This is an optimization exercise on Yosys and OpenROAD, whose aim is small area and a short achievable clock period, not a production implementation.
Where RTL was checked, it was by simulation tests only, not by an equivalence proof against the original.
For runs 2 and 3, only the layout was checked, not whether the RTL still works.
No activity file was given, so power comes from the tool's default toggle rates.

`design/flow/flow/run.sh`:
```
#!/bin/bash
# The standard layout, with the port buffers made of the smallest buffer cell
# (buffer_ports otherwise picks sky130_fd_sc_hd__clkdlybuf4s50_1).
set -euo pipefail
export BUFFER_PORTS_ARGS="-buffer_cell sky130_fd_sc_hd__buf_1"
bash standard.sh > standard.log 2>&1
```
`design/flow/standard.sh`:
```
#!/bin/bash
# synth_recipe.tcl (not shown) runs the flow's synth.tcl, then flattens the netlist and writes it again
# the make line also repeats each setting of config.mk as NAME=value (left out here)
make -C /OpenROAD-flow-scripts/flow DESIGN_CONFIG=/design/flow/config.mk WORK_HOME=/design/flow/orfs CLKGATE_MAP_FILE= SYNTH_SCRIPT=/design/flow/synth_recipe.tcl "${@:-finish}"
```
`design/flow/config.mk`:
```
export PLATFORM = sky130hd
export DESIGN_NAME = stepper_seq
export DESIGN_NICKNAME = stepper_seq
export VERILOG_FILES = /design/flow/design.v
export SDC_FILE = /design/flow/constraint.sdc
export NUM_CORES = 4
export LEC_CHECK = 0
export ABC_AREA = 1
export CAP_MARGIN = 20
export CORE_MARGIN = 2
export CORE_UTILIZATION = 65
export CTS_BUF_LIST = sky130_fd_sc_hd__clkbuf_4 sky130_fd_sc_hd__clkbuf_8
export PLACE_DENSITY = 0.75
export SLEW_MARGIN = 20
```
`design/flow/constraint.sdc`:
```
create_clock -name core_clock -period 65.0 [get_ports {clk}]
set_input_delay 13.0000 -clock core_clock [delete_from_list [all_inputs] [get_ports {clk}]]
set_output_delay 13.0000 -clock core_clock [all_outputs]
set_load 0.01 [all_outputs]
```
`design/flow/design.v`:
```
module hi_step #(
    parameter LO = 13
) (
    input  wire [31:LO] now_hi,
    input  wire [31:LO] prev_hi,
    output wire         eq0,
    output wire         eqp,      
    output wire         eqm       
);
    localparam W = 32 - LO;
    wire [W-1:0] x = now_hi ^ prev_hi;
    wire [W-1:0] ones, zeros;       
    genvar i;
    generate for (i = 0; i < W; i = i + 1) begin : g_pre
        if (i == 0) begin : g0
            assign ones[i]  = 1'b1;
            assign zeros[i] = 1'b1;
        end else begin : gi
            assign ones[i]  = &prev_hi[LO+i-1:LO];
            assign zeros[i] = ~|prev_hi[LO+i-1:LO];
        end
    end endgenerate
    assign eq0 = ~|x;
    assign eqp = ~|(x ^ ones);
    assign eqm = ~|(x ^ zeros);
endmodule
module hi_step_ext (
    input  wire [5:0] now_mid,
    input  wire [5:0] prev_mid,
    input  wire       hi_eq0, hi_eqp, hi_eqm,
    output wire       eq0, eqp, eqm
);
    wire [5:0] x = now_mid ^ prev_mid;
    wire [5:0] ones, zeros;
    genvar i;
    generate for (i = 0; i < 6; i = i + 1) begin : g_pre
        if (i == 0) begin : g0
            assign ones[i]  = 1'b1;
            assign zeros[i] = 1'b1;
        end else begin : gi
            assign ones[i]  = &prev_mid[i-1:0];
            assign zeros[i] = ~|prev_mid[i-1:0];
        end
    end endgenerate
    wire top = &prev_mid;
    wire bot = ~|prev_mid;
    assign eq0 = hi_eq0 & ~|x;
    assign eqp = ~|(x ^ ones) & (top ? hi_eqp : hi_eq0);
    assign eqm = ~|(x ^ zeros) & (bot ? hi_eqm : hi_eq0);
endmodule
module lo_diff #(
    parameter LO = 13
) (
    input  wire [LO-1:0] now_lo,
    input  wire [LO-1:0] last_lo,
    input  wire          dh,
    input  wire          eq0, eqp, eqm,
    output wire [LO-1:0] y,
    output wire          b,         
    output wire          in_win     
);
    wire [LO:0] s = {1'b0, last_lo} + {1'b0, ~now_lo};
    assign y = ~s[LO-1:0];
    assign b = s[LO];
    assign in_win = (b == dh) ? eq0 : b ? eqp : eqm;
endmodule
module stepper_channel (
    input  wire        clk,
    input  wire [12:0] now_lo,
    input  wire        eq0, eqp, eqm,  
    input  wire [1:0]  mcode,          
    input  wire        load,           
    output wire        due             
);
    reg [12:0] last_lo;
    reg        dh;
    wire [12:0] y;
    wire        b, in_win;
    lo_diff #(.LO(13)) u_d (.now_lo(now_lo), .last_lo(last_lo), .dh(dh),
                            .eq0(eq0), .eqp(eqp), .eqm(eqm),
                            .y(y), .b(b), .in_win(in_win));
    wire lt5000 = in_win & (y < 13'd5000);
    wire lt2000 = in_win & (y < 13'd2000);
    wire lt1250 = in_win & (y < 13'd1250);
    assign due = ~(mcode[1] ? lt1250 : mcode[0] ? lt2000 : lt5000);
    always @(posedge clk) begin
        if (load) last_lo <= now_lo;
        dh <= ~load & b;
    end
endmodule
module stepper_seq (
    input  wire        clk,
    input  wire        rst,           
    input  wire [31:0] now,           
    input  wire        rx_valid,      
    input  wire [7:0]  rx_byte,
    output wire [7:0]  dig,           
    output wire        ev_valid,      
    output wire [3:0]  ev_code,       
    output wire [2:0]  st_phase0,
    output wire [15:0] st_rate0,
    output wire        st_en0,
    output wire        st_moving0,
    output wire [31:0] st_pos0,
    output wire [2:0]  st_phase1,
    output wire [15:0] st_rate1,
    output wire        st_en1,
    output wire [3:0]  st_preset
);
    localparam [31:0] TIMEOUT = 32'd500000;
    reg  [1:0]  preset;         
    reg         wd_watch;       
    reg  [18:0] wd_last_lo;     
    reg         wd_dh;          
    reg  [31:13] now_prev;      
    reg         evv, evq;       
    reg         en0, s0, mv0, hm0, sp0, ls0, cp0;
    reg  [1:0]  m0;
    reg  [3:0]  rem0;
    reg  [31:0] q0;
    reg         en1, s1, ls1;
    reg  [1:0]  m1;
    reg  [1:0]  q1;
    wire [32:0] pc;
    wire [31:0] pos;
    assign pc[0] = ls0;
    genvar gi;
    generate for (gi = 0; gi < 32; gi = gi + 1) begin : g_pos
        assign pos[gi]  = q0[gi] ^ pc[gi];
        assign pc[gi+1] = pc[gi] & (q0[gi] ^ s0);
    end endgenerate
    wire [1:0]  ph1 = q1 + {ls1 & s1, ls1};
    wire [7:0] b = rx_byte;
    wire is_fwd   = rx_valid && (b == 8'h77 || b == 8'h57);             
    wire is_rev   = rx_valid && (b == 8'h73 || b == 8'h53);             
    wire is_left  = rx_valid && (b == 8'h61 || b == 8'h41);             
    wire is_right = rx_valid && (b == 8'h64 || b == 8'h44);             
    wire is_stop  = rx_valid && (b == 8'h78 || b == 8'h58 || b == 8'h20);  
    wire is_pre   = rx_valid && (b >= 8'h31 && b <= 8'h33);             
    wire is_query = rx_valid && (b == 8'h3F);                           
    wire is_jogf  = rx_valid && (b == 8'h2B);                           
    wire is_jogr  = rx_valid && (b == 8'h2D);                           
    wire is_home  = rx_valid && (b == 8'h68 || b == 8'h48);             
    wire drive     = is_fwd | is_rev | is_left | is_right;
    wire set_rate  = drive | is_stop;
    wire jog       = is_jogf | is_jogr;
    wire valid_dir = set_rate | is_pre | is_query | jog | is_home;
    wire        c_eq0, c_eqp, c_eqm, w_eq0, w_eqp, w_eqm;
    hi_step #(.LO(19)) u_hw (.now_hi(now[31:19]), .prev_hi(now_prev[31:19]),
                             .eq0(w_eq0), .eqp(w_eqp), .eqm(w_eqm));
    hi_step_ext u_hc (.now_mid(now[18:13]), .prev_mid(now_prev[18:13]),
                      .hi_eq0(w_eq0), .hi_eqp(w_eqp), .hi_eqm(w_eqm),
                      .eq0(c_eq0), .eqp(c_eqp), .eqm(c_eqm));
    wire [18:0] wd_y;
    wire        wd_b, wd_in;
    lo_diff #(.LO(19)) u_wd (.now_lo(now[18:0]), .last_lo(wd_last_lo), .dh(wd_dh),
                             .eq0(w_eq0), .eqp(w_eqp), .eqm(w_eqm),
                             .y(wd_y), .b(wd_b), .in_win(wd_in));
    wire        wd_trip = wd_watch & ~valid_dir & ~(wd_in & (wd_y <= TIMEOUT[18:0]));
    wire pos_zero = (pos == 32'd0);
    wire pos_ones = (pos == 32'hFFFFFFFF);
    wire pos_min  = (pos == 32'h80000000);
    wire mv_start = jog | (is_home & ~pos_zero);      
    wire mv_stop  = is_home & pos_zero;               
    wire       en0_d = set_rate ? drive : mv_start ? 1'b1 : mv_stop ? 1'b0 : en0;
    wire       s0_d  = set_rate ? (is_rev | is_left) :
                       mv_start ? (jog ? is_jogr : ~pos[31]) : s0;
    wire [1:0] m0_d  = set_rate ? preset : mv_start ? 2'd1 : m0;
    wire       mv0_d = mv_start | (mv0 & ~set_rate & ~mv_stop);
    wire       new0  = ~en0 & (drive | mv_start);     
    wire at_tgt0 = mv0 & ~set_rate & ~is_home & ~jog &
                   (hm0 ? (sp0 ? pos_ones : pos_zero) : (rem0 == 4'd0));
    wire       en1_d = set_rate ? drive : en1;
    wire       s1_d  = set_rate ? (is_rev | is_right) : s1;
    wire [1:0] m1_d  = set_rate ? preset : m1;
    wire       new1  = ~en1 & drive;
    wire due0, due1;
    wire tick0 = en0_d & ~new0 & due0;
    wire tick1 = en1_d & ~new1 & due1;
    wire done0 = tick0 & at_tgt0;
    wire adv0  = tick0 & ~at_tgt0;
    wire step0 = adv0 & ~wd_trip;
    wire step1 = tick1 & ~wd_trip;
    stepper_channel u_t0 (.clk(clk), .now_lo(now[12:0]),
                          .eq0(c_eq0), .eqp(c_eqp), .eqm(c_eqm), .mcode(m0_d),
                          .load(new0 | due0), .due(due0));
    stepper_channel u_t1 (.clk(clk), .now_lo(now[12:0]),
                          .eq0(c_eq0), .eqp(c_eqp), .eqm(c_eqm), .mcode(m1_d),
                          .load(new1 | due1), .due(due1));
    wire [3:0] rem0_b = jog ? 4'd10 : rem0;
    always @(posedge clk) begin
        if (rst) begin
            preset   <= 2'd0;
            wd_watch <= 1'b0;
            evv      <= 1'b0;
            en0      <= 1'b0;
            mv0      <= 1'b0;
            ls0      <= 1'b0;
            q0       <= 32'd0;
            en1      <= 1'b0;
            ls1      <= 1'b0;
            q1       <= 2'd0;
        end else begin
            if (is_pre)
                preset <= {b[1] & b[0], b[1] & ~b[0]};
            wd_watch <= valid_dir | (wd_watch & ~wd_trip);
            evv      <= is_query | wd_trip;
            en0      <= en0_d & ~wd_trip & ~done0;
            mv0      <= mv0_d & ~wd_trip & ~done0;
            ls0      <= step0;
            q0       <= pos;
            en1      <= en1_d & ~wd_trip;
            ls1      <= step1;
            q1       <= ph1;
        end
        now_prev <= now[31:13];
        if (valid_dir)
            wd_last_lo <= now[18:0];
        wd_dh <= ~valid_dir & wd_b;
        evq  <= is_query;
        cp0  <= done0;
        s0   <= s0_d;
        m0   <= m0_d;
        s1   <= s1_d;
        m1   <= m1_d;
        if (mv_start) begin
            hm0 <= is_home;
            sp0 <= pos_min;
        end
        rem0 <= adv0 ? rem0_b - 4'd1 : rem0_b;
    end
    reg [3:0] pat0;
    always @(*) begin
        case (pos[2:0])
            3'd0: pat0 = 4'h1;
            3'd1: pat0 = 4'h3;
            3'd2: pat0 = 4'h2;
            3'd3: pat0 = 4'h6;
            3'd4: pat0 = 4'h4;
            3'd5: pat0 = 4'hC;
            3'd6: pat0 = 4'h8;
            default: pat0 = 4'h9;
        endcase
    end
    wire [3:0] pat1 = 4'h1 << ph1;
    assign dig = {en1 ? pat1 : 4'h0, en0 ? pat0 : 4'h0};
    assign ev_valid = evv;
    assign ev_code  = {1'b0, evq, ~evq, ~evq};
    function [15:0] rate_val(input en, input s, input [1:0] m);
        reg [15:0] mag;
        begin
            mag = m[1] ? 16'd800 : m[0] ? 16'd500 : 16'd200;
            rate_val = ~en ? 16'd0 : s ? (~mag + 16'd1) : mag;
        end
    endfunction
    assign st_pos0    = q0;
    assign st_phase0  = q0[2:0];
    assign st_en0     = en0 | cp0;
    assign st_moving0 = mv0 | cp0;
    assign st_rate0   = rate_val(en0 | cp0, s0, m0);
    assign st_phase1  = {1'b0, q1};
    assign st_en1     = en1;
    assign st_rate1   = rate_val(en1, s1, m1);
    assign st_preset  = {2'b00, preset};
endmodule
```
==> results by group, run 1 <==
Floorplan
  • Top Ports: 133
  • Core ar.: 0.01330 mm2
  • Die extent in y: 120.8 um
  • Starting Density: 0.6666
  • # rows: 42
  • Die ar.: 0.01458 mm2
  • Die width: 120.8 um

Clock network
  • Post-CTS Setup Bufs: 0
  • H-Tree Depth: 4
  • Reg clk slew, reported paths: 0.07 ns
  • Clk buf depth: 2
  • CTS Root Cell: clkbuf_8
  • Clock latency on the worst-skew pair: 0.47 ns
  • Gates resized, CTS repair: 0
  • Hold Buf Count CTS: 0
  • Num CTS Buffers: 17
  • Clk sinks: 124
  • CTS tree: done

Finish
  • Number of diodes: 0
  • Area Overhead vs Synth: 10.89%
  • Non-Filler Instances: 1541
  • Most common cell after layout, fill and taps aside: nand2_1
  • Nets: 1445
  • Most frequent cells in the layout: 257 x nand2_1, 202 x inv_1, 155 x nor2_1, 124 x buf_1, 75 x dfxtp_1
  • Fraction of layout cells with a size suffix above 1: 0.06227

Timing
  • Slew Limit Fails: 0
  • Setup_tns: 0 ns
  • RSZ-0062 raised after global routing: no
  • Final Hold Fails: 0
  • Fmax: 0.06172 GHz
  • Period utilization: 0.2492
  • Slew @ Worst Pin: 0.8768 ns
  • Worst hold margin: 0.4651 ns
  • Final setup margin: 48.80 ns
  • Max-Slew Margin vs Limit: 0.4148
  • Tmin final: 16.20 ns
  • Final number of setup-violating endpoints: 0
  • Max Clock Skew: 0.01213 ns

Route
  • # DRC: 0
  • Starting DRT DRC Count: 627
  • Total iterations of the first detailed-routing run: 7
  • WL/cell: 12.95 um
  • Top Metal Used: met4
  • Vias: 8284
  • Routed length on met3: 1082 um
  • Met2 routed wirelength: 9360 um
  • DRT antenna net count: 0
  • Metal-1 WL: 9202 um
  • Post-Route WL: 19960 um
  • Avg Vias per Cell: 5.376

GRT
  • Largest net degree at the start of global routing: 43
  • Gr usage total: 0.2770
  • Vias in the first global route: 7221
  • Grt ovf: 0
  • Initial antenna violation count: 0
  • First-pass GRT wire length: 32460 um

Worst setup path
  • R2R Path End: u_t0.last_lo[2]$_DFFE_PP_
  • Crit path capture type: flop
  • WP data required: 64.98 ns
  • R2R depth: 19
  • CP Class: primary input to flop
  • Critical Path Source Type: primary input
  • CP arrival: 16.18 ns
  • Internal reg-to-reg setup slack: 60.17 ns
  • Worst-path fanout max: 14
  • R2r startpoint: s0$_DFFE_PP_

Place
  • GPL Wtd Cong: 0.9004
  • Place WS: 48.28 ns
  • Hpwl dp: 15270 um
  • Placed cell count: 1509
  • # port buffers: 124

Synth
  • Post-synth ARST share: 0
  • Mapped Cells: 1230
  • #FFs+latches synth: 124
  • Primary FF master, synth: dfxtp_1
  • Mapped Area: 0.008862 mm2
  • Avg Cell Area, Syn: 7.205 um2
  • Distinct cell type count after synthesis: 62
  • Number of synthesized flops with an enable pin: 49
  • Post-synthesis sequential area ratio: 0.3355
  • Syn. warnings: 2

Min path
  • Worst Hold Launch: wd_watch$_SDFF_PP0_
  • HP Class: flop to flop
  • Hold Crit Depth: 2
  • Hold endpoint: wd_watch$_SDFF_PP0_

Power and ir drop
  • Peak VDD IR: 0.00001966 V
  • Final Power: 0.0002064 W
  • Pwr/cell area: 21.01 mW/mm2
  • Leakage: 4.629 nW

Flow run
  • Max-cap violation count: 0

Run status
  • Outcome: timing/DRC/antenna clean
## flip-flops by register name, summed over array words and instances (netlist names), 2 cells and up
register      count
m0                2
q1                2
m1                2
q0               32
u_t1.last_lo     13
now_prev         19
u_t0.last_lo     13
wd_last_lo       19
preset            2
rem0              4
## worst max-delay path: stages
cell and delay, ns:
buf_1 0.32, inv_1 0.15, ha_1 0.31, a31oi_1 0.24, inv_1 0.09, a21oi_1 0.21
o21bai_1 0.10, a21oi_1 0.21, o21bai_1 0.11, a21o_1 0.19, nand2_1 0.06, nand2_1 0.04
a21oi_1 0.19, nand2_1 0.10, o221ai_1 0.23, nand3_1 0.63
## power breakdown
part           switching [W]  internal [W]   total, W
logic              0.0000270     0.0000157  0.0000428
registers         0.00000243     0.0000848  0.0000873
clock network      0.0000329     0.0000435  0.0000764
## worst max-delay path by stage
| stage | from | to | slack [ns] | depth (start not counted) |
|---|---|---|---|---|
| detailed placement | now[1] | u_t1.last_lo[3]$_DFFE_PP_ | 48.28 | 16 |
| global placement | now[1] | u_t1.last_lo[2]$_DFFE_PP_ | 48.44 | 16 |
| CTS | now[1] | u_t1.last_lo[3]$_DFFE_PP_ | 48.80 | 16 |
| global route | now[1] | u_t1.last_lo[3]$_DFFE_PP_ | 48.38 | 16 |
| floorplan | now[3] | u_t0.last_lo[0]$_DFFE_PP_ | 49.26 | 14 |
| finish | now[1] | u_t1.last_lo[3]$_DFFE_PP_ | 48.80 | 16 |
## layout make-up
cell class / count / area, um2
Tap cell: 176 / 220.2
Clock inverter: 13 / 190.2
Multi-Input combinational cell: 875 / 4928
Sequential cell: 124 / 2973
Fill cell: 1093 / 3468
Timing Repair Buffer: 125 / 473.0
Clock buffer: 19 / 255.2
Inverter: 209 / 787.0
## through the flow
| step | util | instance area [um2] |
|---|---|---|
| floorplan | - | 8889 |
| global placement | 0.7056 | 9382 |
| detailed placement | 0.7056 | 9382 |
| CTS | 0.7391 | 9827 |
| global route | 0.7391 | 9827 |
| finish | 0.7391 | 9827 |
## cells by family (layout without fill, tap and decap cells)
family | after synthesis | count (layout) | share of synthesized area
buf+inv | 238 | 366 | 0.1114
other cells | 1 | 8 | 0.0004231
fa+ha+maj | 50 | 50 | 0.07313
xor+xnor | 65 | 65 | 0.06509
compound gates | 157 | 157 | 0.1080
flops | 124 | 124 | 0.3355
simple gates | 595 | 595 | 0.3065
## metal layers
metal | vias up | track usage
li1 | 4249 | -
met1 | 3764 | 0.3642
met2 | 241 | 0.4647
met3 | 30 | 0.05094
met4 | 0 | 0.08358
met5 | - | 0
## cells in the mapped netlist (all sizes together) (2+ instances only)
master,instances,area share
nand4,39,0.031
nor3b,2,0.0017
o211ai,6,0.0051
nand3b,5,0.0042
a21oi,59,0.035
xnor2,22,0.022
o21a,3,0.0025
nor4,9,0.0064
nor3,28,0.016
and3,2,0.0014
o22ai,4,0.0028
a21boi,2,0.0017
nor2,164,0.076
a221oi,2,0.0020
buf,24,0.020
o2111ai,3,0.0030
o21bai,7,0.0064
a21o,5,0.0042
fa,3,0.0068
o221ai,4,0.0040
a211oi,6,0.0051
a211o,2,0.0020
ha,47,0.066
edfxtp,49,0.17
or2,9,0.0064
o21ai,45,0.026
clkbuf,5,0.0021
inv,208,0.088
dfxtp,75,0.17
nand2,264,0.12
xor2,43,0.043
nand3,70,0.045
a31oi,5,0.0035
==> inputs of run 2 (changes only) <==
--- a/design/flow/design.v
+++ b/design/flow/design.v
@@ -59,9 +59,23 @@
     output wire          b,         
     output wire          in_win     
 );
-    wire [LO:0] s = {1'b0, last_lo} + {1'b0, ~now_lo};
-    assign y = ~s[LO-1:0];
-    assign b = s[LO];
+    wire [LO-1:0] nn = ~now_lo;
+    wire [LO-1:0] g0 = last_lo & nn;
+    wire [LO-1:0] p0 = last_lo ^ nn;
+    reg  [LO-1:0] G, P;
+    integer lvl, j;
+    always @(*) begin
+        G = g0; P = p0;
+        for (lvl = 1; lvl < LO; lvl = lvl * 2)
+            for (j = LO - 1; j >= 0; j = j - 1)
+                if ((j / lvl) % 2 == 1) begin
+                    G[j] = G[j] | (P[j] & G[(j / lvl) * lvl - 1]);
+                    P[j] = P[j] & P[(j / lvl) * lvl - 1];
+                end
+    end
+    wire [LO:0] c = {G, 1'b0};           
+    assign y = ~(p0 ^ c[LO-1:0]);
+    assign b = c[LO];
     assign in_win = (b == dh) ? eq0 : b ? eqp : eqm;
 endmodule
 module stepper_channel (
==> run 2 against run 1 <==
  * Largest power group unchanged
  * Clock power shrank 8.0%
  * Sequential share of layout area increased by 0.97 points
  * Clock-buffer cell count fell by 2
  * First-iteration DRC count is 6.2% lower
  * Hold slack got worse by 0.0015 ns
  * Register-to-register slack better by 0.10 ns
  * Largest cell class unchanged
  * Setup slack worse by 0.33 ns
  * Clock skew down 0.0018 ns
  * Total power is 1.4% lower
  * Core utilization down 1.2 points
  * Non-clock buffer count is the same
  * Design area shrank 3.1%
==> results by group, run 2 <==
Worst setup path
  • Worst-path fanout max: 14 (unchanged)
  • CP Class: primary input to flop
  • Critical Path Source Type: primary input
  • WP data required: 64.96 ns (-0.02 ns)
  • CP arrival: 16.49 ns (+0.31 ns)
  • Crit path capture type: flop

Finish
  • Max FFs per register: 32 (unchanged)
  • Most common cell after layout, fill and taps aside: nand2_1
  • Largest Register: q0
  • Most frequent cells in the layout: 229 x nand2_1, 185 x inv_1, 149 x nor2_1, 123 x buf_1, 75 x dfxtp_1
  • Number of diodes: 0 (unchanged)
  • Final Core Density: 0.7276 (-0.01155)
  • Filler cells: 1072 (-1.9%)
  • Area Overhead vs Synth: 10.39%
  • Fraction of layout cells with a size suffix above 1: 0.06348 (+0.001209)
  • Biggest regs: q0: 32 flops, now_prev: 19 flops, wd_last_lo: 19 flops
  • Nets: 1362 (-5.7%)
  • Fin area: 0.009520 mm2 (-3.1%)
  • Non-Filler Instances: 1452 (-5.8%)

GRT
  • Largest net degree at the start of global routing: 42 (-2.3%)
  • Grt ovf: 0 (unchanged)
  • First-pass GRT wire length: 31870 um (-1.8%)
  • Gr usage total: 0.2793 (+0.002377)
  • Vias in the first global route: 6855 (-5.1%)
  • Initial antenna violation count: 0 (unchanged)

Power and ir drop
  • Pwr/cell area: 21.37 mW/mm2 (+1.7%)
  • Leakage: 4.385 nW (-5.3%)
  • Peak VDD IR: 0.00001756 V (-11%)

Timing
  • Max-Slew Margin vs Limit: 0.3752 (-0.03967)
  • Setup_tns: 0 ns (unchanged)
  • Slew Limit Fails: 0 (unchanged)
  • Tmin final: 16.53 ns (+0.3301 ns)
  • Max Clock Skew: 0.01030 ns (-0.001834 ns)
  • Period utilization: 0.2543 (+0.005078)
  • Slew @ Worst Pin: 0.9362 ns (+0.05944 ns)
  • RSZ-0062 raised after global routing: no
  • Final Hold Fails: 0 (unchanged)
  • Final number of setup-violating endpoints: 0 (unchanged)
  • Fmax: 0.06049 GHz (-2.0%)

Clock network
  • CTS Root Cell: clkbuf_8
  • Clock latency on the worst-skew pair: 0.46 ns (about the same)
  • Hold Buf Count CTS: 0 (unchanged)
  • Gates resized, CTS repair: 0 (unchanged)
  • Clk buf depth: 2 (unchanged)
  • Num CTS Buffers: 17 (unchanged)
  • H-Tree Depth: 4 (unchanged)
  • Clk sinks: 124 (unchanged)
  • Reg clk slew, reported paths: 0.07 ns (about the same)
  • CTS tree: done
  • Post-CTS Setup Bufs: 0 (unchanged)

Floorplan
  • Die ar.: 0.01421 mm2 (-2.6%)
  • Die extent in y: 119.2 um (-1.3%)
  • # rows: 42 (unchanged)
  • Top Ports: 133 (unchanged)
  • Starting Density: 0.6591 (-0.007460)
  • Core ar.: 0.01309 mm2 (-1.6%)
  • Die width: 119.2 um (-1.3%)

Route
  • Met2 routed wirelength: 8840 um (-5.6%)
  • Starting DRT DRC Count: 588 (-6.2%)
  • Vias: 7574 (-8.6%)
  • # DRC: 0 (unchanged)
  • Top Metal Used: met4
  • DRT antenna net count: 0 (unchanged)
  • Avg Vias per Cell: 5.216 (-3.0%)
  • Routed length on met3: 984 um (-9.1%)
  • Total iterations of the first detailed-routing run: 6 (-1)
  • Post-Route WL: 18970 um (-5.0%)
  • WL/cell: 13.06 um (+0.84%)
  • Metal-1 WL: 8899 um (-3.3%)

Synth
  • Mapped Cells: 1146 (-6.8%)
  • Synth top area cells: dfxtp_1 17%, edfxtp_1 17%, nand2_1 10%
  • Post-synth top area cell: dfxtp_1
  • Number of synthesized flops with an enable pin: 49 (unchanged)
  • Primary FF master, synth: dfxtp_1
  • #FFs+latches synth: 124 (unchanged)
  • Post-synthesis sequential area ratio: 0.3447 (+0.009246)
  • Most common cell in the netlist: nand2_1
  • Post-synth top area share: 0.1741 (+0.004670)
  • Post-synth ARST share: 0 (unchanged)
  • Most frequent cells after synthesis: 229 x nand2_1, 185 x inv_1, 149 x nor2_1
  • Avg Cell Area, Syn: 7.526 um2 (+4.5%)
  • Syn. warnings: 4 (+2)
  • Mapped Area: 0.008625 mm2 (-2.7%)
  • Distinct cell type count after synthesis: 57 (-8.1%)

Place
  • Dpl cell area: 0.009114 mm2 (-2.9%)
  • Hpwl dp: 14860 um (-2.7%)
  • Placed cell count: 1420 (-5.9%)
  • # port buffers: 124 (unchanged)
  • GPL Wtd Cong: 0.9252 (+2.8%)

Min path
  • HP Class: flop to flop

Run status
  • Outcome: timing/DRC/antenna clean

Flow run
  • Max-cap violation count: 0 (unchanged)
==> run 2: cell types whose count changed in the layout (fill, tap and decap cells not counted), moves of 4 or more <==
cell        previous run  this run
nand2_1              257       229
inv_1                202       185
o21ai_0               39        24
a21oi_1               56        45
fa_1                   3        13
nand4_1               35        28
nand3_2                9         3
nor2_1               155       149
a31oi_1                5         0
clkinvlp_4             1         5
ha_1                  47        43
==> run 2: metrics by stage <==
stage / worst slack (ns) / hold slack (ns) / power [W]
final: 48.47 / 0.4636 / 0.0002035
after global routing: 48.00 / 0.4919 / 0.0002147
after CTS: 48.48 / 0.4651 / 0.0002048
after detailed placement: 47.97 / 0.4541 / 0.0001342
after global placement: 48.12 / 0.4510 / 0.0001331
after floorplan: 48.93 / 0.4392 / 0.0001242
==> run 2: cell families (layout without fill, tap and decap cells) <==
kind of cell	Yosys count	in the layout	synth area share
flops	124	124	0.3447
simple gates	558	558	0.3028
compound gates	121	121	0.08676
other cells	1	8	0.0004348
xor+xnor	62	62	0.06296
buf+inv	224	347	0.1098
fa+ha+maj	56	56	0.09256
==> run 2: cell type report <==
class	instances	area, um2	area share
inverters	190	715.7	0.07517
multi-input cells	805	4731	0.4969
repair buffers	125	474.2	0.04981
well taps	176	220.2	0.02313
flip-flops and latches	124	2973	0.3123
clock buffers	17	234.0	0.02458
clock inverters	15	172.7	0.01814
==> run 2: power by group <==
group	internal, W	leakage (nW)	switching (W)
Clock	0.0000376	0.191	0.0000327
Sequential	0.0000862	1.09	0.00000280
Combinational	0.0000167	3.10	0.0000274
Total	0.000141	4.39	0.0000629
==> run 2: worst paths after layout <==
check | depth (start not counted) | start | slack [ns] | endpoint
hold reg to reg | 2 | wd_watch$_SDFF_PP0_ | 0.46 | wd_watch$_SDFF_PP0_
hold / removal | 2 | wd_watch$_SDFF_PP0_ | 0.46 | wd_watch$_SDFF_PP0_
setup / recovery | 17 | now[2] | 48.47 | u_t1.last_lo[11]$_DFFE_PP_
setup reg to reg | 21 | s0$_DFFE_PP_ | 60.27 | u_t0.last_lo[11]$_DFFE_PP_
==> run 2: routing by layer <==
layer | vias up | global-route usage
li1 | 3937 | -
met1 | 3416 | 0.3751
met2 | 201 | 0.4662
met3 | 20 | 0.04646
met4 | 0 | 0.07961
met5 | - | 0
==> run 2: worst max-delay path, stage by stage <==
cell      delay [ns]
buf_1           0.25
inv_1           0.18
ha_1            0.32
nand2_1         0.06
nor2_1          0.04
a211oi_1        0.33
o21ai_0         0.20
a21o_1          0.22
a21oi_1         0.20
o21ai_0         0.15
a21o_1          0.21
a21o_1          0.18
a21o_1          0.18
nand2_1         0.08
a21oi_1         0.05
a21oi_1         0.19
nand4_1         0.66
==> inputs of run 3 (changes only) <==
--- a/design/flow/config.mk
+++ b/design/flow/config.mk
@@ -9,6 +9,8 @@
 export CAP_MARGIN = 20
 export CORE_MARGIN = 2
 export CORE_UTILIZATION = 65
-export CTS_BUF_LIST = sky130_fd_sc_hd__clkbuf_4 sky130_fd_sc_hd__clkbuf_8
+export CTS_BUF_LIST = sky130_fd_sc_hd__clkbuf_4
+export CTS_CLUSTER_DIAMETER = 200
+export CTS_CLUSTER_SIZE = 40
 export PLACE_DENSITY = 0.75
 export SLEW_MARGIN = 20
==> run 3 against run 2 <==
  * Sequential share of layout area up 0.34 points
  * Clock power fell by 18%
  * Non-clock buffer count is the same
  * Synthesized cell count is the same
  * Synthesized area did not move
  * Critical path depth unchanged
  * Cell count hardly changed
  * Clock-buffer cell count did not move
  * Combinational power is essentially flat
  * Register-to-register slack hardly changed
==> results by group, run 3 <==
Run status
  • Outcome: timing/DRC/antenna clean

Clock network
  • CTS Root Cell: clkbuf_4
  • Clk buf depth: 2 (unchanged)
  • H-Tree Depth: 4 (unchanged)
  • Clock latency on the worst-skew pair: 0.57 ns (+0.11 ns)
  • CTS tree: done
  • Reg clk slew, reported paths: 0.11 ns (+0.04 ns)
  • Num CTS Buffers: 17 (unchanged)
  • Hold Buf Count CTS: 0 (unchanged)
  • Post-CTS Setup Bufs: 0 (unchanged)
  • Clk sinks: 124 (unchanged)
  • Gates resized, CTS repair: 0 (unchanged)

Route
  • Post-Route WL: 18860 um (-0.56%)
  • WL/cell: 12.98 um (-0.63%)
  • Vias: 7577 (+0.040%)
  • DRT antenna net count: 0 (unchanged)
  • Starting DRT DRC Count: 575 (-2.2%)
  • Total iterations of the first detailed-routing run: 5 (-1)
  • # DRC: 0 (unchanged)
  • Avg Vias per Cell: 5.215 (about the same)

Worst setup path
  • Worst-path fanout max: 14 (unchanged)
  • Crit path capture type: flop
  • WP data required: 65.06 ns (+0.10 ns)
  • Critical Path Source Type: primary input
  • R2r startpoint: s0$_DFFE_PP_
  • CP Class: primary input to flop
  • CP arrival: 16.49 ns (about the same)
  • Origin of the worst setup path: now[2]

GRT
  • Vias in the first global route: 6893 (+0.55%)
  • First-pass GRT wire length: 31660 um (-0.65%)
  • Initial antenna violation count: 1 (+1)
  • Gr usage total: 0.2772 (-0.002158)
  • Largest net degree at the start of global routing: 42 (unchanged)
  • Grt ovf: 0 (unchanged)

Min path
  • HP Class: flop to flop
  • Worst Hold Launch: wd_watch$_SDFF_PP0_

Floorplan
  • Die extent in y: 119.2 um (unchanged)
  • Die ar.: 0.01421 mm2 (unchanged)
  • Core ar.: 0.01309 mm2 (unchanged)
  • Top Ports: 133 (unchanged)
  • Starting Density: 0.6591 (unchanged)
  • Die width: 119.2 um (unchanged)
  • # rows: 42 (unchanged)

Place
  • Hpwl dp: 14860 um (unchanged)
  • GPL Wtd Cong: 0.9252 (unchanged)
  • # port buffers: 124 (unchanged)

Synth
  • Mapped Area: 0.008625 mm2 (unchanged)
  • Post-synth ARST share: 0 (unchanged)
  • Post-synthesis sequential area ratio: 0.3447 (unchanged)
  • Synth top area cells: dfxtp_1 17%, edfxtp_1 17%, nand2_1 10%
  • Mapped Cells: 1146 (unchanged)
  • #FFs+latches synth: 124 (unchanged)
  • Most common cell in the netlist: nand2_1
  • Distinct cell type count after synthesis: 57 (unchanged)
  • Post-synth top area cell: dfxtp_1
  • Number of synthesized flops with an enable pin: 49 (unchanged)
  • Compound-Gate Fraction of Synth Area: 0.08675 (unchanged)
  • Simple-gate portion of the synthesized area: 0.3028 (unchanged)
  • Most frequent cells after synthesis: 229 x nand2_1, 185 x inv_1, 149 x nor2_1
  • Post-synth top area share: 0.1741 (unchanged)
  • Largest family of logic cells by synthesized area: simple AND/OR/NAND/NOR gates
  • Adder-cell share of the synthesized area: 0.09256 (unchanged)
  • Primary FF master, synth: dfxtp_1
  • Avg Cell Area, Syn: 7.526 um2 (unchanged)
  • Xor and xnor area share after synthesis: 0.06296 (unchanged)
  • Syn. warnings: 4 (unchanged)
  • Post-synthesis mux area share: 0 (unchanged)

Timing
  • Max Clock Skew: 0.01808 ns (+0.007784 ns)
  • Final number of setup-violating endpoints: 0 (unchanged)
  • Tmin final: 16.43 ns (-0.1002 ns)
  • Fmax: 0.06086 GHz (+0.61%)
  • Slew Limit Fails: 0 (unchanged)
  • Setup_tns: 0 ns (unchanged)
  • Max-Slew Margin vs Limit: 0.3646 (-0.01051)
  • Period utilization: 0.2528 (-0.001542)
  • Worst hold margin: 0.4697 ns (+0.006131 ns)
  • Final Hold Fails: 0 (unchanged)
  • Slew @ Worst Pin: 0.9520 ns (+0.01575 ns)
  • RSZ-0062 raised after global routing: no

Finish
  • Most common cell after layout, fill and taps aside: nand2_1
  • Most frequent cells in the layout: 229 x nand2_1, 185 x inv_1, 149 x nor2_1, 123 x buf_1, 75 x dfxtp_1
  • Area of the multi-input gates: 0.004731 mm2 (unchanged)
  • Largest Register: q0
  • Nets: 1362 (unchanged)
  • Area Overhead vs Synth: 9.183%
  • Sequential cell area: 0.002973 mm2 (unchanged)
  • Max FFs per register: 32 (unchanged)
  • Filler cells: 1100 (+2.6%)
  • Fraction of layout cells with a size suffix above 1: 0.06348 (unchanged)
  • Biggest regs: q0: 32 flops, now_prev: 19 flops, wd_last_lo: 19 flops

Power and ir drop
  • Leakage: 4.341 nW (-1.0%)
  • Pwr/cell area: 20.24 mW/mm2 (-5.3%)
  • Peak VDD IR: 0.00001553 V (-12%)

Flow run
  • Max-cap violation count: 0 (unchanged)
## run 3: area by class of cell
class                      count  area share
multi-input combinational    805      0.5024
antenna                        1   0.0002657
clock buffer                  17     0.01355
tap                          176     0.02339
inverter                     190     0.07600
clock inverter                15     0.01834
sequential                   124      0.3157
timing repair buffer         125     0.05036
## run 3: power breakdown
group / internal (W) / total, W / switching [W] / leakage (nW)
combinational: 0.0000167 / 0.0000440 / 0.0000273 / 3.10
clock: 0.0000264 / 0.0000577 / 0.0000313 / 0.147
sequential: 0.0000862 / 0.0000890 / 0.00000280 / 1.09
total: 0.000129 / 0.000191 / 0.0000613 / 4.34
## run 3: path summary, 6_finish.rpt
check,to,slack (ns),cells past startpoint
min,wd_watch$_SDFF_PP0_,0.47,2
min reg2reg,wd_watch$_SDFF_PP0_,0.47,2
max reg2reg,u_t0.last_lo[11]$_DFFE_PP_,60.28,21
max,u_t1.last_lo[12]$_DFFE_PP_,48.57,17
## run 3: cell families (layout without fill, tap and decap cells)
| kind of cell | after synthesis | in the layout |
|---|---|---|
| AO/OA/AOI/OAI | 121 | 121 |
| XOR/XNOR | 62 | 62 |
| adder cells (fa/ha/maj) | 56 | 56 |
| buffers and inverters | 224 | 347 |
| flip-flops | 124 | 124 |
| other | 1 | 9 |
| AND/OR/NAND/NOR | 558 | 558 |
## run 3: critical path, cell delays in order
cell	delay, ns
buf_1	0.25
inv_1	0.18
ha_1	0.32
nand2_1	0.06
nor2_1	0.04
a211oi_1	0.31
o21ai_0	0.20
a21o_1	0.22
a21oi_1	0.20
o21ai_0	0.15
a21o_1	0.20
a21o_1	0.18
a21o_1	0.18
nand2_1	0.08
a21oi_1	0.05
a21oi_1	0.18
nand4_1	0.67
## run 3: through the flow
stage               setup WS [ns]  std cells  instance area [um2]    util  total power, W
floorplan                   48.93       1153                 8651       -       0.0001242
CTS                         48.60       1452                 9414  0.7194       0.0001917
global placement            48.12       1420                 9114  0.6965       0.0001331
finish                      48.57       1453                 9417  0.7196       0.0001906
global route                48.14       1453                 9417  0.7196       0.0002020
detailed placement          47.97       1420                 9114  0.6965       0.0001342
## run 3: routing by layer
metal / vias to the layer above / share of wire / track usage / wire [um]
met2: 214 / 0.45 / 0.4529 / 8578
met5: - / 0 / 0 / 0
met3: 32 / 0.053 / 0.04598 / 1003
met1: 3388 / 0.47 / 0.3729 / 8880
met4: 0 / 0.021 / 0.09747 / 397
li1: 3943 / - / - / -
==> inputs of run 4 (changes only) <==
--- a/design/flow/design.v
+++ b/design/flow/design.v
@@ -197,10 +197,10 @@
     wire step1 = tick1 & ~wd_trip;
     stepper_channel u_t0 (.clk(clk), .now_lo(now[12:0]),
                           .eq0(c_eq0), .eqp(c_eqp), .eqm(c_eqm), .mcode(m0_d),
-                          .load(new0 | due0), .due(due0));
+                          .load(~en0 | due0), .due(due0));
     stepper_channel u_t1 (.clk(clk), .now_lo(now[12:0]),
                           .eq0(c_eq0), .eqp(c_eqp), .eqm(c_eqm), .mcode(m1_d),
-                          .load(new1 | due1), .due(due1));
+                          .load(~en1 | due1), .due(due1));
     wire [3:0] rem0_b = jog ? 4'd10 : rem0;
     always @(posedge clk) begin
         if (rst) begin
==> design/flow/config.mk (replaced) <==
export PLATFORM = sky130hd
export DESIGN_NAME = stepper_seq
export DESIGN_NICKNAME = stepper_seq
export VERILOG_FILES = /design/flow/design.v
export SDC_FILE = /design/flow/constraint.sdc
export NUM_CORES = 4
export LEC_CHECK = 0
export ABC_AREA = 1
export CAP_MARGIN = 20
export CORE_MARGIN = 2
export CORE_UTILIZATION = 80
export CTS_BUF_LIST = sky130_fd_sc_hd__clkbuf_4 sky130_fd_sc_hd__clkbuf_8
export PLACE_DENSITY = 0.88
export SLEW_MARGIN = 20
==> run 4 against run 3 <==
  * Clock power up 36%
  * Synthesized area decreased by 1.6%
  * Sequential cell count unchanged
  * Combinational power fell by 6.6%
  * Synthesized cell count down 1.5%
  * Clock-buffer cell count grew 4
  * Critical endpoint is now u_t0.last_lo[6]$_DFFE_PP_
==> results by group, run 4 <==
Synth
  • Post-synth top area cell: dfxtp_1
  • Mapped Area: 0.008489 mm2 (-1.6%)
  • Primary FF master, synth: dfxtp_1
  • Post-synth top area share: 0.1769 (+0.002771)
  • Syn. warnings: 4 (unchanged)
  • Mapped Cells: 1129 (-1.5%)
  • Number of synthesized flops with an enable pin: 49 (unchanged)
  • Most frequent cells after synthesis: 221 x nand2_1, 188 x inv_1, 154 x nor2_1
  • #FFs+latches synth: 124 (unchanged)
  • Distinct cell type count after synthesis: 59 (+3.5%)
  • Post-synth ARST share: 0 (unchanged)
  • Most common cell in the netlist: nand2_1
  • Post-synthesis sequential area ratio: 0.3502 (+0.005487)
  • Synth top area cells: dfxtp_1 18%, edfxtp_1 17%, nand2_1 9.8%
  • Avg Cell Area, Syn: 7.519 um2 (about the same)

Timing
  • Tmin final: 17.13 ns (+0.7008 ns)
  • RSZ-0062 raised after global routing: no
  • Period utilization: 0.2636 (+0.01078)
  • Slew @ Worst Pin: 1.003 ns (+0.05064 ns)
  • Slew Limit Fails: 0 (unchanged)
  • Max-Slew Margin vs Limit: 0.3309 (-0.03380)
  • Max Clock Skew: 0.01983 ns (+0.001750 ns)
  • Setup_tns: 0 ns (unchanged)
  • Final number of setup-violating endpoints: 0 (unchanged)
  • Fmax: 0.05837 GHz (-4.1%)
  • Final Hold Fails: 0 (unchanged)
  • Worst hold margin: 0.4665 ns (-0.003222 ns)

Place
  • # port buffers: 124 (unchanged)
  • Placed cell count: 1365 (-3.9%)
  • Dpl cell area: 0.008944 mm2 (-1.9%)
  • Hpwl dp: 15740 um (+5.9%)
  • GPL Wtd Cong: 0.9212 (-0.43%)

Clock network
  • H-Tree Depth: 4 (unchanged)
  • Clk sinks: 124 (unchanged)
  • Gates resized, CTS repair: 0 (unchanged)
  • Reg clk slew, reported paths: 0.08 ns (-0.03 ns)
  • Clock latency on the worst-skew pair: 0.47 ns (-0.10 ns)
  • Num CTS Buffers: 17 (unchanged)
  • Hold Buf Count CTS: 0 (unchanged)
  • CTS Root Cell: clkbuf_8
  • CTS tree: done
  • Post-CTS Setup Bufs: 0 (unchanged)
  • Clk buf depth: 2 (unchanged)

Worst setup path
  • Critical Path Source Type: primary input
  • CP max stage cell: nand3_1
  • Crit path capture type: flop
  • Worst-path fanout max: 14 (unchanged)
  • CP Class: primary input to flop
  • CP arrival: 17.10 ns (+0.61 ns)
  • Crit path top cell by count: nand2_1
  • Worst path cell trace: buf_1, inv_1, ha_1, nand2_1, nor2_1, a211oi_1, o21ai_0, a21o_1, a21oi_1, o21ai_0, nand2_1, nand2_1, nand2_1, nand2_1, xor2_1, nor2_1, nand2_1, inv_1, nand3_1, nand3_2, nand3_1
  • Crit-path max cell delay: 0.62 ns (-0.05 ns)
  • WP data required: 64.97 ns (-0.09 ns)

Finish
  • Sequential cell area: 0.002973 mm2 (unchanged)
  • Fin area: 0.009390 mm2 (-0.28%)
  • Nets: 1347 (-1.1%)
  • Filler cells: 484 (-56%)
  • Non-Filler Instances: 1397 (-3.9%)
  • Most common cell after layout, fill and taps aside: nand2_1
  • Largest Register: q0
  • Most frequent cells in the layout: 221 x nand2_1, 188 x inv_1, 154 x nor2_1, 124 x buf_1, 75 x dfxtp_1
  • Fraction of layout cells with a size suffix above 1: 0.06344 (about the same)
  • Area of the multi-input gates: 0.004599 mm2 (-2.8%)
  • Number of diodes: 0 (-1)
  • Max FFs per register: 32 (unchanged)
  • Area Overhead vs Synth: 10.61%
  • Biggest regs: q0: 32 flops, now_prev: 19 flops, wd_last_lo: 19 flops

GRT
  • Gr usage total: 0.4295 (+0.1523)
  • First-pass GRT wire length: 38310 um (+21%)
  • Initial antenna violation count: 0 (-1)
  • Grt ovf: 0 (unchanged)
  • Vias in the first global route: 8105 (+18%)
  • Largest net degree at the start of global routing: 41 (-2.4%)

Route
  • Total iterations of the first detailed-routing run: 8 (+3)
  • # DRC: 0 (unchanged)
  • Starting DRT DRC Count: 1058 (+84%)
  • DRT antenna net count: 0 (unchanged)
  • Vias: 8534 (+13%)
  • Post-Route WL: 23670 um (+26%)
  • WL/cell: 16.95 um (+31%)
  • Avg Vias per Cell: 6.109 (+17%)

Floorplan
  • Die ar.: 0.01145 mm2 (-19%)
  • Starting Density: 0.8223 (+0.1632)
  • Top Ports: 133 (unchanged)
  • Die width: 107.0 um (-10%)
  • # rows: 37 (-12%)
  • Core ar.: 0.01032 mm2 (-21%)
  • Die extent in y: 107.0 um (-10%)

Power and ir drop
  • Switching share of power: 0.3040 (-0.01772)
  • Peak VDD IR: 0.00002568 V (+65%)
  • Leakage: 4.375 nW (+0.77%)
  • Pwr/cell area: 22.09 mW/mm2 (+9.1%)
  • Int Power: 0.0001443 W (+12%)
  • Combinational power share: 0.198 (-0.033)
  • Register share of total power: 0.424 (-0.043)
  • Clock share of power: 0.378 (+0.076)
  • NetSw: 0.00006304 W (+2.8%)

Min path
  • HP Class: flop to flop

Flow run
  • Max-cap violation count: 0 (unchanged)

Run status
  • Outcome: timing/DRC/antenna clean
run 4: critical path, delay by kind of cell:
family	cells	cell delay (ns)
simple gates	11	1.52
xor+xnor	1	0.16
compound gates	5	1.35
buf+inv	3	0.71
fa+ha+maj	1	0.35
run 4: worst paths after layout:
check	start	to	slack, ns	depth (start not counted)
worst max-delay path	now[2]	u_t0.last_lo[6]$_DFFE_PP_	47.87	21
worst min-delay path	wd_watch$_SDFF_PP0_	wd_watch$_SDFF_PP0_	0.47	2
worst max register to register	s0$_DFFE_PP_	u_t0.last_lo[6]$_DFFE_PP_	59.26	20
worst min register to register	wd_watch$_SDFF_PP0_	wd_watch$_SDFF_PP0_	0.47	2
run 4: power groups by stage:
stage                     Clock [W]  Combinational (W)  Sequential (W)
after floorplan                   0          0.0000290       0.0000884
after global placement            0          0.0000356       0.0000890
after detailed placement          0          0.0000383       0.0000893
after CTS                 0.0000770          0.0000399       0.0000877
after global routing      0.0000803          0.0000454       0.0000882
final                     0.0000785          0.0000411       0.0000878
run 4: kinds of logic (layout without fill, tap and decap cells):
family                     Yosys count  count (layout)  synth area share
DFF                                124             124            0.3502
AOI/OAI and AO/OA                  106             106           0.07900
and+or+nand+nor                    552             552            0.2992
adders and majority gates           56              56           0.09403
buffers and inverters              226             351            0.1111
xor gates and xnor gates            64              64           0.06603
other                                1               8         0.0004417
run 4: area by class of cell:
type / instances / share of cell area
clock buffer: 21 / 0.03011
multi-input combinational: 786 / 0.4898
timing repair buffer: 125 / 0.05037
sequential: 124 / 0.3166
inverter: 194 / 0.07755
clock inverter: 11 / 0.01746
tap: 136 / 0.01812
run 4: through the flow:
stage	setup WS, ns	util	power, W
after detailed placement	47.80	0.8663	0.0001276
final	47.87	0.9096	0.0002074
after floorplan	48.91	-	0.0001174
after global placement	48.22	0.8663	0.0001247
after global routing	47.68	0.9096	0.0002139
after CTS	48.08	0.9096	0.0002046
run 4: layer usage:
layer,GRT usage,share of wire
met1,0.5062,0.37
met2,0.6924,0.46
met4,0.2430,0.062
met3,0.1380,0.11
met5,0,0
==> inputs of run 5 (changes only) <==
==> design/flow/config.mk (replaced) <==
export PLATFORM = sky130hd
export DESIGN_NAME = stepper_seq
export DESIGN_NICKNAME = stepper_seq
export VERILOG_FILES = /design/flow/design.v
export SDC_FILE = /design/flow/constraint.sdc
export NUM_CORES = 4
export LEC_CHECK = 0
export ABC_AREA = 1
export CAP_MARGIN = 40
export CORE_MARGIN = 2
export CORE_UTILIZATION = 65
export CTS_BUF_LIST = sky130_fd_sc_hd__clkbuf_4 sky130_fd_sc_hd__clkbuf_8
export PLACE_DENSITY = 0.75
export SLEW_MARGIN = 60
==> run 5 against run 4 <==
  * Hold slack lost 0.00062 ns
  * Global-route usage shrank 14 points
  * Core utilization shrank 17 points
  * Setup slack gained 0.71 ns
  * Clock skew shrank 0.012 ns
  * Cell count grew 2.6%
  * Wire length shrank 19%
  * Total power shrank 5.9%
  * Non-clock buffer count grew 1
  * Clock power shrank 11%
  * Largest power group unchanged
  * Highest routed layer unchanged
==> results by group, run 5 <==
GRT
  • Initial antenna violation count: 0 (unchanged)
  • Gr usage total: 0.2852 (-0.1443)
  • Largest net degree at the start of global routing: 41 (unchanged)
  • Vias in the first global route: 7097 (-12%)
  • Grt ovf: 0 (unchanged)
  • First-pass GRT wire length: 32360 um (-16%)

Synth
  • Syn. warnings: 4 (unchanged)
  • Post-synth top area share: 0.1769 (unchanged)
  • Distinct cell type count after synthesis: 59 (unchanged)
  • Post-synth ARST share: 0 (unchanged)
  • Number of synthesized flops with an enable pin: 49 (unchanged)
  • Most frequent cells after synthesis: 221 x nand2_1, 188 x inv_1, 154 x nor2_1
  • Most common cell in the netlist: nand2_1
  • Primary FF master, synth: dfxtp_1
  • Mapped Cells: 1129 (unchanged)
  • #FFs+latches synth: 124 (unchanged)
  • Post-synthesis sequential area ratio: 0.3502 (unchanged)
  • Post-synth top area cell: dfxtp_1
  • Avg Cell Area, Syn: 7.519 um2 (unchanged)
  • Synth top area cells: dfxtp_1 18%, edfxtp_1 17%, nand2_1 9.8%
  • Mapped Area: 0.008489 mm2 (unchanged)

Floorplan
  • Die ar.: 0.01399 mm2 (+22%)
  • Starting Density: 0.6700 (-0.1523)
  • Die extent in y: 118.3 um (+11%)
  • # rows: 41 (+11%)
  • Top Ports: 133 (unchanged)
  • Core ar.: 0.01267 mm2 (+23%)
  • Die width: 118.3 um (+11%)

Clock network
  • Post-CTS Setup Bufs: 0 (unchanged)
  • Clk sinks: 124 (unchanged)
  • Reg clk slew, reported paths: 0.07 ns (about the same)
  • CTS tree: done
  • Clock latency on the worst-skew pair: 0.45 ns (-0.02 ns)
  • Gates resized, CTS repair: 0 (unchanged)
  • CTS Root Cell: clkbuf_8
  • Hold Buf Count CTS: 0 (unchanged)
  • Clk buf depth: 2 (unchanged)
  • Num CTS Buffers: 17 (unchanged)
  • H-Tree Depth: 4 (unchanged)

Worst setup path
  • Levels on crit path: 18 (-14%)
  • Critical Path Source Type: primary input
  • WP data required: 65.15 ns (+0.18 ns)
  • Crit-path max cell delay: 0.48 ns (-0.14 ns)
  • Top delay family on crit path: compound AO/OA/AOI/OAI gates
  • CP arrival: 16.56 ns (-0.54 ns)
  • Critical path buffer and inverter count: 3 (unchanged)
  • Worst-path fanout max: 14 (unchanged)
  • Crit path capture type: flop
  • CP max stage cell: or2_2
  • R2R depth: 21 (+5.0%)
  • CP Class: primary input to flop
  • Worst path cell trace: buf_1, inv_1, ha_1, nand2_1, nor2_1, a211oi_1, o21ai_0, a21o_1, a21oi_1, fa_1, a31o_2, nand2_1, inv_1, o221ai_1, nand3_1, a21oi_1, nand4_1, or2_2

Run status
  • Outcome: timing/DRC/antenna clean

Finish
  • Biggest regs: q0: 32 flops, now_prev: 19 flops, wd_last_lo: 19 flops
  • Number of diodes: 0 (unchanged)
  • Area Overhead vs Synth: 10.99%
  • Sequential cell area: 0.002973 mm2 (unchanged)
  • Most frequent cells in the layout: 221 x nand2_1, 187 x inv_1, 153 x nor2_1, 124 x buf_1, 75 x dfxtp_1
  • Max FFs per register: 32 (unchanged)
  • Nets: 1348 (+0.074%)
  • Filler cells: 1060 (+120%)
  • Largest Register: q0
  • Area of the multi-input gates: 0.004626 mm2 (+0.57%)
  • Most common cell after layout, fill and taps aside: nand2_1
  • Non-Filler Instances: 1433 (+2.6%)
  • Fraction of layout cells with a size suffix above 1: 0.06661 (+0.003172)

Timing
  • Fmax: 0.06091 GHz (+4.3%)
  • Final number of setup-violating endpoints: 0 (unchanged)
  • Final setup margin: 48.58 ns (+0.7132 ns)
  • Slew @ Worst Pin: 0.5318 ns (-0.4708 ns)
  • Tmin final: 16.42 ns (-0.7132 ns)
  • Final Hold Fails: 0 (unchanged)
  • Max Clock Skew: 0.008153 ns (-0.01168 ns)
  • RSZ-0062 raised after global routing: no
  • Setup_tns: 0 ns (unchanged)
  • Max-Slew Margin vs Limit: 0.6449 (+0.3141)
  • Period utilization: 0.2526 (-0.01097)
  • Slew Limit Fails: 0 (unchanged)

Power and ir drop
  • NetSw: 0.00005635 W (-11%)
  • Pwr/cell area: 20.72 mW/mm2 (-6.2%)
  • Combinational power share: 0.193 (-0.005)
  • Switching share of power: 0.2886 (-0.01535)
  • Peak VDD IR: 0.00002472 V (-3.7%)
  • Leakage: 4.360 nW (-0.34%)
  • Clock share of power: 0.358 (-0.020)
  • Register share of total power: 0.448 (+0.024)
  • Int Power: 0.0001389 W (-3.8%)

Route
  • # DRC: 0 (unchanged)
  • WL/cell: 13.45 um (-21%)
  • Total iterations of the first detailed-routing run: 5 (-3)
  • Starting DRT DRC Count: 485 (-54%)
  • Avg Vias per Cell: 5.291 (-13%)
  • DRT antenna net count: 0 (unchanged)
  • Vias: 7582 (-11%)
  • Post-Route WL: 19270 um (-19%)

Place
  • Place WS: 48.15 ns (+0.3486 ns)
  • GPL Wtd Cong: 0.9276 (+0.69%)
  • Placed cell count: 1402 (+2.7%)
  • # port buffers: 124 (unchanged)
  • Hpwl dp: 14670 um (-6.8%)

Flow run
  • Max-cap violation count: 0 (unchanged)

Min path
  • HP Class: flop to flop
  • Hold Crit Depth: 2 (unchanged)
-- run 5: metal layers --
metal,up-vias,GRT usage,routed length (um)
met5,-,0,0
li1,3875,-,-
met2,240,0.4538,8699
met4,0,0.08961,385
met3,35,0.07432,1191
met1,3432,0.3806,8996
-- run 5: final timing paths --
check / start / to / slack (ns)
worst min-delay path: wd_watch$_SDFF_PP0_ / wd_watch$_SDFF_PP0_ / 0.47
worst max-delay path: now[2] / u_t1.last_lo[2]$_DFFE_PP_ / 48.58
worst min register to register: wd_watch$_SDFF_PP0_ / wd_watch$_SDFF_PP0_ / 0.47
worst max register to register: s0$_DFFE_PP_ / u_t0.last_lo[3]$_DFFE_PP_ / 60.49
-- run 5: power by group through the flow --
stage	Combinational (W)	Clock [W]	Sequential, W
2_1_floorplan	0.0000290	0	0.0000884
3_3_place_gp	0.0000362	0	0.0000890
3_5_place_dp	0.0000371	0	0.0000891
4_1_cts	0.0000375	0.0000714	0.0000874
5_1_grt	0.0000430	0.0000742	0.0000878
6_report	0.0000377	0.0000700	0.0000875
-- run 5: metrics by stage --
step / hold slack, ns / util / total power [W] / area, um2
2_1_floorplan: 0.4392 / - / 0.0001174 / 8516
3_3_place_gp: 0.4503 / 0.7100 / 0.0001252 / 8996
3_5_place_dp: 0.4540 / 0.7113 / 0.0001262 / 9012
4_1_cts: 0.4649 / 0.7427 / 0.0001963 / 9410
5_1_grt: 0.5021 / 0.7437 / 0.0002051 / 9423
6_report: 0.4659 / 0.7437 / 0.0001952 / 9423
-- run 5: area by class of cell --
type	count	area share
repair buffers	126	0.05099
multi-input cells	786	0.4909
clock buffers	22	0.02948
flip-flops and latches	124	0.3155
clock inverters	9	0.01275
well taps	172	0.02284
inverters	194	0.07755
-- run 5: cell families after synthesis --
| logic type | after synthesis | share of synthesized area |
|---|---|---|
| XOR/XNOR | 64 | 0.06603 |
| flip-flops | 124 | 0.3502 |
| AND/OR/NAND/NOR | 552 | 0.2992 |
| other | 1 | 0.0004417 |
| adder cells (fa/ha/maj) | 56 | 0.09403 |
| buffers and inverters | 226 | 0.1111 |
| AO/OA/AOI/OAI | 106 | 0.07900 |
-- run 5: worst register-to-register path: stages (launching register included) --
cell and delay [ns]:
edfxtp_1 0.37, buf_4 0.23, inv_4 0.32, nand3_1 0.13
nand2_1 0.24, nand3_4 0.16, nor2_8 0.16, nand4_4 0.13
nor2_8 0.19, nand4_4 0.15, nor2_4 0.22, nand3_2 0.13
nor2_4 0.14, nand2_1 0.07, xor2_1 0.34, nand3_2 0.21
nand2_2 0.11, nand4_1 0.13, nand2_1 0.14, nand2_1 0.07
nand3_2 0.10, nand3_2 0.36
==> inputs of run 6 (changes only) <==
--- a/design/flow/config.mk
+++ b/design/flow/config.mk
@@ -6,9 +6,9 @@
 export NUM_CORES = 4
 export LEC_CHECK = 0
 export ABC_AREA = 1
-export CAP_MARGIN = 40
+export CAP_MARGIN = 70
 export CORE_MARGIN = 2
 export CORE_UTILIZATION = 65
 export CTS_BUF_LIST = sky130_fd_sc_hd__clkbuf_4 sky130_fd_sc_hd__clkbuf_8
 export PLACE_DENSITY = 0.75
-export SLEW_MARGIN = 60
+export SLEW_MARGIN = 85
==> run 6 against run 5 <==
  * Core utilization grew 14 points
  * Clock skew grew 0.0057 ns
  * Hold slack gained 0.056 ns
  * Synthesized cell count is the same
  * First-iteration DRC count grew 110%
  * Wire length grew 41%
  * Maximum frequency shrank 19%
  * Global-route usage grew 3.0 points
  * Combinational power grew about 50%
  * Setup slack lost 4.0 ns
  * Design area grew 19%
  * Critical path type unchanged
  * Critical endpoint is now u_t0.last_lo[5]$_DFFE_PP_
==> results by group, run 6 <==
Run status
  • Outcome: timing/DRC/antenna clean

Finish
  • Biggest regs: q0: 32 flops, now_prev: 19 flops, wd_last_lo: 19 flops
  • Number of diodes: 0 (unchanged)
  • Most frequent cells in the layout: 218 x nand2_1, 182 x inv_1, 134 x nor2_1, 111 x buf_1, 56 x nand3_1
  • Filler cells: 651 (-39%)
  • Largest Register: q0
  • Max FFs per register: 32 (unchanged)
  • Fraction of layout cells with a size suffix above 1: 0.2189 (+0.1523)
  • Area Overhead vs Synth: 32.00%
  • Nets: 1406 (+4.3%)
  • Most common cell after layout, fill and taps aside: nand2_1

Route
  • DRT antenna net count: 0 (unchanged)
  • Vias: 8842 (+17%)
  • Avg Vias per Cell: 5.926 (+12%)
  • Starting DRT DRC Count: 1003 (+110%)
  • WL/cell: 18.26 um (+36%)
  • # DRC: 0 (unchanged)
  • Post-Route WL: 27250 um (+41%)
  • Total iterations of the first detailed-routing run: 6 (+1)

Timing
  • Tmin final: 20.37 ns (+3.954 ns)
  • Fmax: 0.04909 GHz (-19%)
  • Worst hold margin: 0.5215 ns (+0.05559 ns)
  • RSZ-0062 raised after global routing: no
  • Final Hold Fails: 0 (unchanged)
  • Period utilization: 0.3134 (+0.06084)
  • Final setup margin: 44.63 ns (-3.954 ns)
  • Final number of setup-violating endpoints: 0 (unchanged)
  • Slew Limit Fails: 0 (unchanged)
  • Setup_tns: 0 ns (unchanged)
  • Max Clock Skew: 0.01381 ns (+0.005654 ns)

Floorplan
  • Die width: 118.3 um (unchanged)
  • Top Ports: 133 (unchanged)
  • Die ar.: 0.01399 mm2 (unchanged)
  • # rows: 41 (unchanged)
  • Core ar.: 0.01267 mm2 (unchanged)
  • Die extent in y: 118.3 um (unchanged)
  • Starting Density: 0.6700 (unchanged)

Worst setup path
  • WP data required: 65.23 ns (+0.08 ns)
  • Critical Path Source Type: primary input
  • Worst-path fanout max: 8 (-6)
  • Crit path capture type: flop
  • CP Class: primary input to flop
  • CP arrival: 20.60 ns (+4.04 ns)

Clock network
  • H-Tree Depth: 4 (unchanged)
  • Clock latency on the worst-skew pair: 0.47 ns (+0.02 ns)
  • CTS tree: done
  • Reg clk slew, reported paths: 0.07 ns (about the same)
  • CTS Root Cell: clkbuf_8
  • Clk sinks: 124 (unchanged)
  • Hold Buf Count CTS: 0 (unchanged)
  • Clk buf depth: 2 (unchanged)
  • Gates resized, CTS repair: 0 (unchanged)
  • Num CTS Buffers: 17 (unchanged)
  • Post-CTS Setup Bufs: 0 (unchanged)

Min path
  • HP Class: flop to flop

Synth
  • Syn. warnings: 4 (unchanged)
  • Synth top area cells: dfxtp_1 18%, edfxtp_1 17%, nand2_1 9.8%
  • Post-synth ARST share: 0 (unchanged)
  • #FFs+latches synth: 124 (unchanged)
  • Mapped Cells: 1129 (unchanged)
  • Distinct cell type count after synthesis: 59 (unchanged)
  • Post-synth top area cell: dfxtp_1
  • Most common cell in the netlist: nand2_1
  • Mapped Area: 0.008489 mm2 (unchanged)
  • Number of synthesized flops with an enable pin: 49 (unchanged)
  • Post-synth top area share: 0.1769 (unchanged)
  • Most frequent cells after synthesis: 221 x nand2_1, 188 x inv_1, 154 x nor2_1
  • Primary FF master, synth: dfxtp_1
  • Avg Cell Area, Syn: 7.519 um2 (unchanged)
  • Post-synthesis sequential area ratio: 0.3502 (unchanged)

GRT
  • First-pass GRT wire length: 35790 um (+11%)
  • Largest net degree at the start of global routing: 41 (unchanged)
  • Met3 Track Usage GR: 0.05840 (-0.01593)
  • Gr usage total: 0.3153 (+0.03011)
  • Met1 usage: 0.3919 (+0.01136)
  • Top Usage Layer GRT: met2
  • Initial antenna violation count: 0 (unchanged)
  • Vias in the first global route: 7790 (+9.8%)
  • Grt ovf: 0 (unchanged)
  • Met2 global-route usage: 0.5412 (+0.08743)

Power and ir drop
  • Int Power: 0.0001432 W (+3.1%)
  • Pwr/cell area: 19.15 mW/mm2 (-7.6%)
  • Peak VDD IR: 0.00002185 V (-12%)
  • Clock share of power: 0.321 (-0.037)
  • Leakage: 4.918 nW (+13%)
  • Switching share of power: 0.3325 (+0.04391)
  • NetSw: 0.00007136 W (+27%)
  • Register share of total power: 0.415 (-0.033)
  • Combinational power share: 0.264 (+0.071)

Flow run
  • Max-cap violation count: 0 (unchanged)

Place
  • Place WS: 47.18 ns (-0.9664 ns)
  • GPL Wtd Cong: 0.9276 (unchanged)
  • # port buffers: 124 (unchanged)
  • Hpwl dp: 16630 um (+13%)
[run 6: cell count changes in the layout (fill, tap and decap cells not counted), moves of 14 or more]
cell / change
nor2_1: -19
nor3_1: -22
dfxtp_2: +29
nor3_2: +16
xor2_1: -26
buf_2: +16
clkdlybuf4s50_1: +33
xor2_4: +14
dfxtp_1: -29
[run 6: path summary, 6_finish.rpt]
kind,from,end,slack [ns],depth (start not counted)
max,now[22],u_t0.last_lo[5]$_DFFE_PP_,44.63,25
min reg2reg,wd_watch$_SDFF_PP0_,wd_watch$_SDFF_PP0_,0.52,2
min,wd_watch$_SDFF_PP0_,wd_watch$_SDFF_PP0_,0.52,2
max reg2reg,now_prev[22]$_DFF_P_,u_t0.last_lo[5]$_DFFE_PP_,56.88,24
[run 6: kinds of logic after synthesis]
group,share of synthesized area
other,0.0004417
AOI/OAI and AO/OA,0.07900
DFF,0.3502
buffers and inverters,0.1111
and+or+nand+nor,0.2992
xor gates and xnor gates,0.06603
adders and majority gates,0.09403
[run 6: stage by stage]
step	utilization	power (W)	cells	instance area (um2)
after floorplan	-	0.0001174	1136	8516
after global placement	0.7100	0.0001252	1402	8996
after detailed placement	0.7952	0.0001334	1446	10080
after CTS	0.8253	0.0002001	1478	10460
after global routing	0.8844	0.0002212	1492	11210
final	0.8844	0.0002146	1492	11210
[run 6: final cells by class]
type | count | area, um2 | share of cell area
sequential | 124 | 3009 | 0.2685
multi-input combinational | 786 | 5819 | 0.5193
tap | 172 | 215.2 | 0.01921
clock inverter | 9 | 96.34 | 0.008598
inverter | 194 | 750.7 | 0.06699
timing repair buffer | 184 | 1030 | 0.09189
clock buffer | 23 | 285.3 | 0.02546
[run 6: layer usage]
metal  up-vias  wire (um)
li1       3978          -
met3       157       2329
met4         0       1570
met5         -          0
met2       577      13210
met1      4130      10140
[run 6: critical path: stages]
cell             delay, ns
buf_2                 0.13
xor2_4                0.21
clkbuf_2              0.19
nor3_2                0.04
clkdlybuf4s50_1       0.48
a2111oi_4             0.30
clkdlybuf4s50_1       0.54
clkdlybuf4s50_1       0.49
clkdlybuf4s50_1       0.50
clkdlybuf4s50_1       0.51
clkdlybuf4s50_1       0.53
clkdlybuf4s50_1       0.53
clkdlybuf4s50_1       0.50
nand4_1               0.14
a21oi_1               0.23
nand4_1               0.19
nand2_1               0.12
o211ai_1              0.10
clkdlybuf4s50_1       0.48
clkdlybuf4s50_1       0.47
nor2_1                0.21
nor2_2                0.09
a21oi_4               0.20
nand3_4               0.20
buf_6                 0.21
[run 6: power by group through the flow]
stage | combinational [W] | sequential (W) | clock, W
after floorplan | 0.0000290 | 0.0000884 | 0
after global placement | 0.0000362 | 0.0000890 | 0
after detailed placement | 0.0000439 | 0.0000895 | 0
after CTS | 0.0000445 | 0.0000880 | 0.0000677
after global routing | 0.0000611 | 0.0000892 | 0.0000709
final | 0.0000566 | 0.0000891 | 0.0000689

re-timing with driven ports:
The flow's constraints put no driver on any port. The routed layouts listed below were extracted and timed again, unchanged, in two steps.
Step 1: set_driving_cell puts a clkbuf_16 on clk and a buf_2 on each other input, an assumption about the parent block.
Step 2 times the ports against the registers' clock, not the clock port: input delays grow and output delays shrink by t, the midpoint of the rising clock arrivals with the driver on.
Slacks: ideal ports / drivers / drivers and shift; pairs: ideal ports / drivers.
run	t, ns	setup WS [ns]	clock arrival spread, ns	worst slew at a driven data input, ns	cell pins on the clock port's net
run 1	0.503	48.799 / 48.818 / 48.315	0.012 / 0.012	0.03	1
run 2	0.494	48.469 / 48.480 / 47.986	0.011 / 0.011	0.04	1
run 3	0.597	48.569 / 48.583 / 47.986	0.018 / 0.019	0.04	1
run 4	0.501	47.868 / 47.875 / 47.374	0.020 / 0.020	0.04	1
run 5	0.485	48.582 / 48.598 / 48.112	0.009 / 0.009	0.04	1
run 6	0.506	44.627 / 44.646 / 44.140	0.014 / 0.014	0.04	1
After both steps setup and hold are still met in every run listed. For run 3, which loses most, drivers alone change the setup slack by +0.014 ns; drivers and shift together by -0.583 ns.
